What follows belongs to an exercise in optimizing a design on an open flow for small area, a short achievable clock period and few clock cycles; a production flow would make more cautious choices. The RTL was checked by simulation tests, not by an equivalence proof against the original design. No activity file was given, so power comes from the tool's default toggle rates.

==> design.v <==
module dict_compress (
    input  wire       clk,
    input  wire       rst,         
    input  wire       start,       
    output wire [1:0] status,      
    output wire [2:0] err,         
    input  wire       in_valid,
    input  wire       in_end,      
    input  wire [7:0] in_data,
    output wire       in_ready,
    output wire       out_valid,
    output wire [7:0] out_data,
    input  wire       out_ready
);
    localparam MSG_CAP = 64;
    localparam [1:0] ST_IDLE = 2'd0, ST_BUSY = 2'd1, ST_DONE = 2'd2, ST_ERROR = 2'd3;
    localparam [2:0] E_NONE = 3'd0, E_CAPACITY = 3'd4;
    localparam [3:0] S_IDLE  = 4'd0,
                     S_LOAD  = 4'd1,
                     S_CALC  = 4'd2,
                     S_HDR   = 4'd3,
                     S_DICT  = 4'd4,
                     S_CODE  = 4'd5,
                     S_CLOSE = 4'd6,
                     S_DONE  = 4'd7,
                     S_ERROR = 4'd8;
    reg [3:0] state;
    reg [2:0] err_r;
    reg [7:0] msg  [0:MSG_CAP-1];
    reg [7:0] dict [0:MSG_CAP-1];
    reg [5:0] idx  [0:255];
    reg [255:0] seen;
    reg [6:0] length;              
    reg [6:0] n_unique;            
    reg [3:0] cw;                  
    reg [6:0] j;
    reg [18:0] acc;
    reg [4:0]  acc_n;
    function [3:0] code_width;
        input [6:0] u;
        begin
            if      (u <= 7'd2)  code_width = 4'd1;
            else if (u <= 7'd4)  code_width = 4'd2;
            else if (u <= 7'd8)  code_width = 4'd3;
            else if (u <= 7'd16) code_width = 4'd4;
            else if (u <= 7'd32) code_width = 4'd5;
            else                 code_width = 4'd6;
        end
    endfunction
    wire [5:0]  cur_code = idx[msg[j[5:0]]];
    wire [2:0]  rem_calc = 3'd3 + cw[2:0] * length[2:0];    
    reg  [10:0] put_val;
    reg  [3:0]  put_len;
    always @(*) begin
        put_val = 11'd0;
        put_len = 4'd0;
        case (state)
            S_HDR:   begin put_val = {rem_calc, 1'b0, n_unique}; put_len = 4'd11; end
            S_DICT:  begin put_val = {3'd0, dict[j[5:0]]};   put_len = 4'd8; end
            S_CODE:  begin put_val = {5'd0, cur_code};       put_len = cw; end
            S_CLOSE: begin put_val = 11'd0;                  put_len = 4'd8 - {1'b0, acc_n[2:0]}; end
            default: ;
        endcase
    end
    wire        room    = (acc_n < 5'd8);
    wire [4:0]  top     = acc_n - 5'd1;
    wire [18:0] acc_top = acc >> (top - 5'd7);
    assign in_ready  = (state == S_LOAD);
    assign out_valid = (acc_n >= 5'd8);
    assign out_data  = acc_top[7:0];
    assign err       = err_r;
    assign status    = (state == S_IDLE)  ? ST_IDLE  :
                       (state == S_DONE)  ? ST_DONE  :
                       (state == S_ERROR) ? ST_ERROR : ST_BUSY;
    always @(posedge clk) begin
        if (rst) begin
            state <= S_IDLE;
            err_r <= E_NONE;
            acc_n <= 5'd0;
        end else begin
            if (out_valid && out_ready)
                acc_n <= acc_n - 5'd8;
            case (state)
                S_LOAD: begin
                    if (in_valid) begin
                        if (in_end) begin
                            state <= S_CALC;
                        end else if (length == MSG_CAP) begin
                            err_r <= E_CAPACITY;
                            state <= S_ERROR;
                        end else begin
                            msg[length[5:0]] <= in_data;
                            length <= length + 7'd1;
                            if (!seen[in_data]) begin
                                seen[in_data]          <= 1'b1;
                                dict[n_unique[5:0]]    <= in_data;
                                idx[in_data]           <= n_unique[5:0];
                                n_unique               <= n_unique + 7'd1;
                            end
                        end
                    end
                end
                S_CALC: begin
                    cw    <= code_width(n_unique);
                    state <= S_HDR;
                end
                default: ;
            endcase
            if (room && (state == S_HDR || state == S_DICT || state == S_CODE ||
                         (state == S_CLOSE && acc_n != 5'd0))) begin
                acc   <= (acc << put_len) | {8'd0, put_val};
                acc_n <= acc_n + {1'b0, put_len};
                case (state)
                    S_HDR: begin
                        j <= 7'd0;
                        state <= (n_unique == 7'd0) ? S_CLOSE : S_DICT;
                    end
                    S_DICT: begin
                        if (j + 7'd1 >= n_unique) begin
                            j <= 7'd0;
                            state <= S_CODE;
                        end else begin
                            j <= j + 7'd1;
                        end
                    end
                    S_CODE: begin
                        if (j + 7'd1 >= length)
                            state <= S_CLOSE;
                        else
                            j <= j + 7'd1;
                    end
                    default: ;                                
                endcase
            end
            if (state == S_CLOSE && acc_n == 5'd0)
                state <= S_DONE;
            if (state == S_IDLE || state == S_DONE || state == S_ERROR) begin
                if (start) begin
                    err_r    <= E_NONE;
                    length   <= 7'd0;
                    n_unique <= 7'd0;
                    seen     <= 256'd0;
                    acc_n    <= 5'd0;
                    state    <= S_LOAD;
                end
            end
        end
    end
endmodule
==> run.sh <==
#!/bin/bash
# synth_recipe.tcl (not shown) runs the flow's synth.tcl, then flattens the netlist and writes it again
# the make line also repeats each setting of config.mk as NAME=value (left out here)
make -C /OpenROAD-flow-scripts/flow DESIGN_CONFIG=/design/flow/config.mk WORK_HOME=/design/flow/orfs CLKGATE_MAP_FILE= SYNTH_SCRIPT=/design/flow/synth_recipe.tcl finish
==> config.mk <==
export PLATFORM = sky130hd
export DESIGN_NAME = dict_compress
export DESIGN_NICKNAME = dict_compress
export VERILOG_FILES = /design/flow/design.v
export SDC_FILE = /design/flow/constraint.sdc
export NUM_CORES = 4
export LEC_CHECK = 0
export CAP_MARGIN = 20
export CORE_MARGIN = 2
export CORE_UTILIZATION = 40
export PLACE_DENSITY = 0.6
export SLEW_MARGIN = 20
==> constraint.sdc <==
create_clock -name core_clock -period 12.5 [get_ports {clk}]
set_input_delay 2.5000 -clock core_clock [delete_from_list [all_inputs] [get_ports {clk}]]
set_output_delay 2.5000 -clock core_clock [all_outputs]
set_load 0.01 [all_outputs]
==> flow_metrics.env <==
export IMPL_synth_area_leaders="edfxtp_1 73%, mux4_2 8.8%, nand2_1 3.2%, nor2_1 2.5%, mux2i_1 2.3%"
export IMPL_final_period_utilization_pct=64.5
export IMPL_ys_seq_area_share_pct=72.8
export IMPL_port_buffers=28
export IMPL_drv_slew=0
export IMPL_grt_pass1_wl_mm=469
export IMPL_hold_path_class="reg2reg"
export IMPL_ir_worst_vdd_mv=0.121
export IMPL_wirelength_mm=324
export IMPL_via_per_inst=5.84
export IMPL_place_gp_congestion=0.899
export IMPL_synth_edff_count=2859
export IMPL_critical_path_startpoint_type="primary input"
export IMPL_synthMuxAreaShare_pct=11.3
export IMPL_remaining_drc_errors=0
export IMPL_crit_top_cell="mux4_2"
export IMPL_start_util_pct=40.2
export IMPL_cts_buffers=292
export IMPL_rsz0062_at_grt="no"
export IMPL_clkSinkCount=2877
export IMPL_outcome="complete, no violations"
export IMPL_maxCapViolCount=0
export IMPL_fillers=25500
export IMPL_yosys_area_share_simple_pct=8.97
export IMPL_die_area_um2=300000
export IMPL_coreArea_um2=294000
export IMPL_area_delta_synth_final_pct=11.7
export IMPL_grt_max_degree=215
export IMPL_relSlewSlack_pct=21.7
export IMPL_htree_levels=5
export IMPL_fin_crit_ns=8.07
export IMPL_critical_path_top_delay_family="simple AND/OR/NAND/NOR gates"
export IMPL_leakage_uw=0.0427
export IMPL_grt_usage_pct=21.1
export IMPL_clk_pin_slew_ns=0.06
export IMPL_ys_warn_count=1
export IMPL_clockRootBuffer="clkbuf_16"
export IMPL_synth_fa_ha_area_share_pct=0.366
export IMPL_path_buf_inv=3
export IMPL_tns_ns=0
export IMPL_critPathKind="in2reg"
export IMPL_cts_tree="yes"
export IMPL_final_setup_skew_ns=0.0541
export IMPL_syn_area_um2=118000
export IMPL_fmax_mhz=124
export IMPL_synthFlopType="edfxtp_1"
export IMPL_synth_cell_types=85
export IMPL_synth_compound_area_share_pct=4.38
export IMPL_crit_required_ns=12.97
export IMPL_antenna_left=0
export IMPL_fp_dieW_um=548
export IMPL_max_stage_delay_ns=0.68
export IMPL_nets=7543
export IMPL_cp_max_fo=87
export IMPL_synth_xor_area_share_pct=0.215
export IMPL_drtIter0Drc=8686
export IMPL_fin_area_um2=132000
export IMPL_ctsHoldBuffers=0
export IMPL_synthCells=7481
export IMPL_postCtsSetupBuffers=0
export IMPL_crit_path_end_kind="flop"
export IMPL_antenna_found_initial=9
export IMPL_yosysTopAreaCell="edfxtp_1"
export IMPL_final_common_cell="edfxtp_1"
export IMPL_final_cell_mix="2859 x edfxtp_1, 1014 x nand2_1, 782 x nor2_1"
export IMPL_grt_overflow_total=0
export IMPL_post_cts_resize_count=0
export IMPL_cp_slowest_cell="nor2_1"
export IMPL_cp_cell_sequence="buf_8 > buf_4 > mux4_2 > mux4_2 > mux4_2 > mux4_2 > nand2b_2 > buf_4 > nand2b_1 > nor2_1 > nand2_2 > nor2_1"
export IMPL_power_density_nw_per_um2=155
export IMPL_final_hold_violation_count=0
export IMPL_rows=199
export IMPL_dr_pass1_iters=9
export IMPL_insertion_delay_ns=0.87
export IMPL_async_flop_share_pct=0
export IMPL_tightest_slew_ns=1.17
export IMPL_synth_fp_nets=7529
export IMPL_die_y_um=548
export IMPL_vias=67900
export IMPL_wl_per_cell_um=27.9
export IMPL_synth_top_area_share_pct=72.5
export IMPL_finalSetupViolations=0
export IMPL_place_area_um2=123000
export IMPL_synth_top_family_by_area="multiplexers"
export IMPL_ys_ff_latch=2877
export IMPL_ioPinCount=29
export IMPL_cp_arrival_ns=8.54
export IMPL_grt_pass1_vias=66600
export IMPL_drive_above_1_share_pct=14.5
export IMPL_avgSynthCellArea_um2=15.8
export IMPL_dp_final_hpwl_mm=196
export IMPL_cts_buffer_depth=4
## tightest hold or removal path, cell delays in order, from the launching register on
cell,delay (ns)
dfxtp_1,0.31
inv_1,0.05
a21oi_1,0.05
## state kept, by name, summed over array words and instances (netlist names), named ones only
register and count:
msg 512, dict 512, j 7, length 7, idx 1536, cw 3
state 4, acc_n 5, acc 19, n_unique 7, seen 256, err_r 3
## where the power goes
part,internal [µW],switching (µW),leakage [µW],total (µW)
registers,10800,51.8,0.0262,10800
clock network,5010,3650,0.00454,8660
logic,267,723,0.0119,990
## synth_stat cells, drive strengths merged, types with 6 or more instances
library cell	n
nand3b	6
a311oi	18
inv	31
nor3	52
nand2	1019
clkbuf	238
a21oi	331
a22oi	99
a31o	6
a211oi	13
o22a	6
a221o	12
nor4	16
ha	33
dfxtp	18
or3	24
nand3	408
a41oi	8
mux2	20
mux2i	272
and2	15
xnor2	25
or4	10
a32oi	25
a2111oi	18
nand4	55
nor2b	19
o22ai	9
a31oi	63
nor2	798
a21o	11
buf	225
o2111ai	6
and3	47
a32o	26
edfxtp	2859
a221oi	17
o211ai	25
mux4	465
o21ai	40
nand2b	20
## cells by family (layout without fill, tap and decap cells)
logic type               after synthesis  count (layout)
flip-flops                          2877            2877
AND/OR/NAND/NOR                     2505            2505
AO/OA/AOI/OAI                        780             780
multiplexers                         757             757
buffers and inverters                499             724
adder cells (fa/ha/maj)               34              34
XOR/XNOR                              29              29
other                                  0               2
## final timing paths
| kind | endpoint | start | cells past startpoint | slack [ns] |
|---|---|---|---|---|
| worst min register to register | err_r[2] | err_r[2] | 2 | 0.45 |
| worst min-delay path | err_r[2] | err_r[2] | 2 | 0.45 |
| worst max register to register | acc[5] | flop | 13 | 5.02 |
| worst max-delay path | idx[94][1] | in_data[0] | 12 | 4.43 |
## stage by stage
step | hold WS (ns) | worst slack [ns] | power, µW | util, % | cells
after floorplan | 0.470 | 2.64 | 11600 | - | 7481
after global placement | 0.441 | 3.70 | 12000 | 41.8 | 11100
after detailed placement | 0.441 | 3.58 | 12000 | 41.8 | 11100
after CTS | 0.451 | 4.46 | 20600 | 44.9 | 11600
after global routing | 0.482 | 4.26 | 21000 | 45.0 | 11600
final | 0.450 | 4.43 | 20500 | 45.0 | 11600
## routing by layer
layer	wire, µm	part of all wire, %	vias to the layer above	track usage (%)
li1	-	-	29100	-
met1	132000	41	34900	29.7
met2	150000	46	3365	33.0
met3	29600	9.1	572	3.94
met4	12000	3.7	6	7.42
met5	42	0.013	-	0
## final cells by class
class | instances | area (µm²) | area share, %
Timing Repair Buffer | 183 | 1610 | 1.22
Sequential cell | 2877 | 86200 | 65.2
Multi-Input combinational cell | 4105 | 30100 | 22.8
Clock buffer | 348 | 7750 | 5.86
Inverter | 36 | 143 | 0.108
Tap cell | 3919 | 4900 | 3.71
Clock inverter | 157 | 1570 | 1.18
Antenna cell | 2 | 5.00 | 0.00378
Testbench counts, summed over its fixed seeds: cycles 25,671.

separate check: timing with driven ports:
The results above use ideal ports. As a check the final layout listed here was re-extracted and re-timed, cells and wires unchanged. Step 1 assumes that a clkbuf_16 drives the clock port and a buf_2 every other input. Step 2 moves the port delays by t, midway between the first and last clock arrival at a register: inputs arrive t later, outputs are due t later. That takes back most of the time a late clock gives input paths. a / b / c = ideal ports / drivers / drivers and shift; a / b = the first two.
t (ns): 0.945
setup slack, ns: 4.434 / 4.477 / 3.533
worst register clock-pin slew, ns: 0.07 / 0.07
worst slew at a driven data input, ns: 0.09
cell pins on the clock port's net: 1
After both steps setup and hold are still met in this run. For this run, drivers alone change the setup slack by +0.043 ns; drivers and shift together by -0.901 ns.
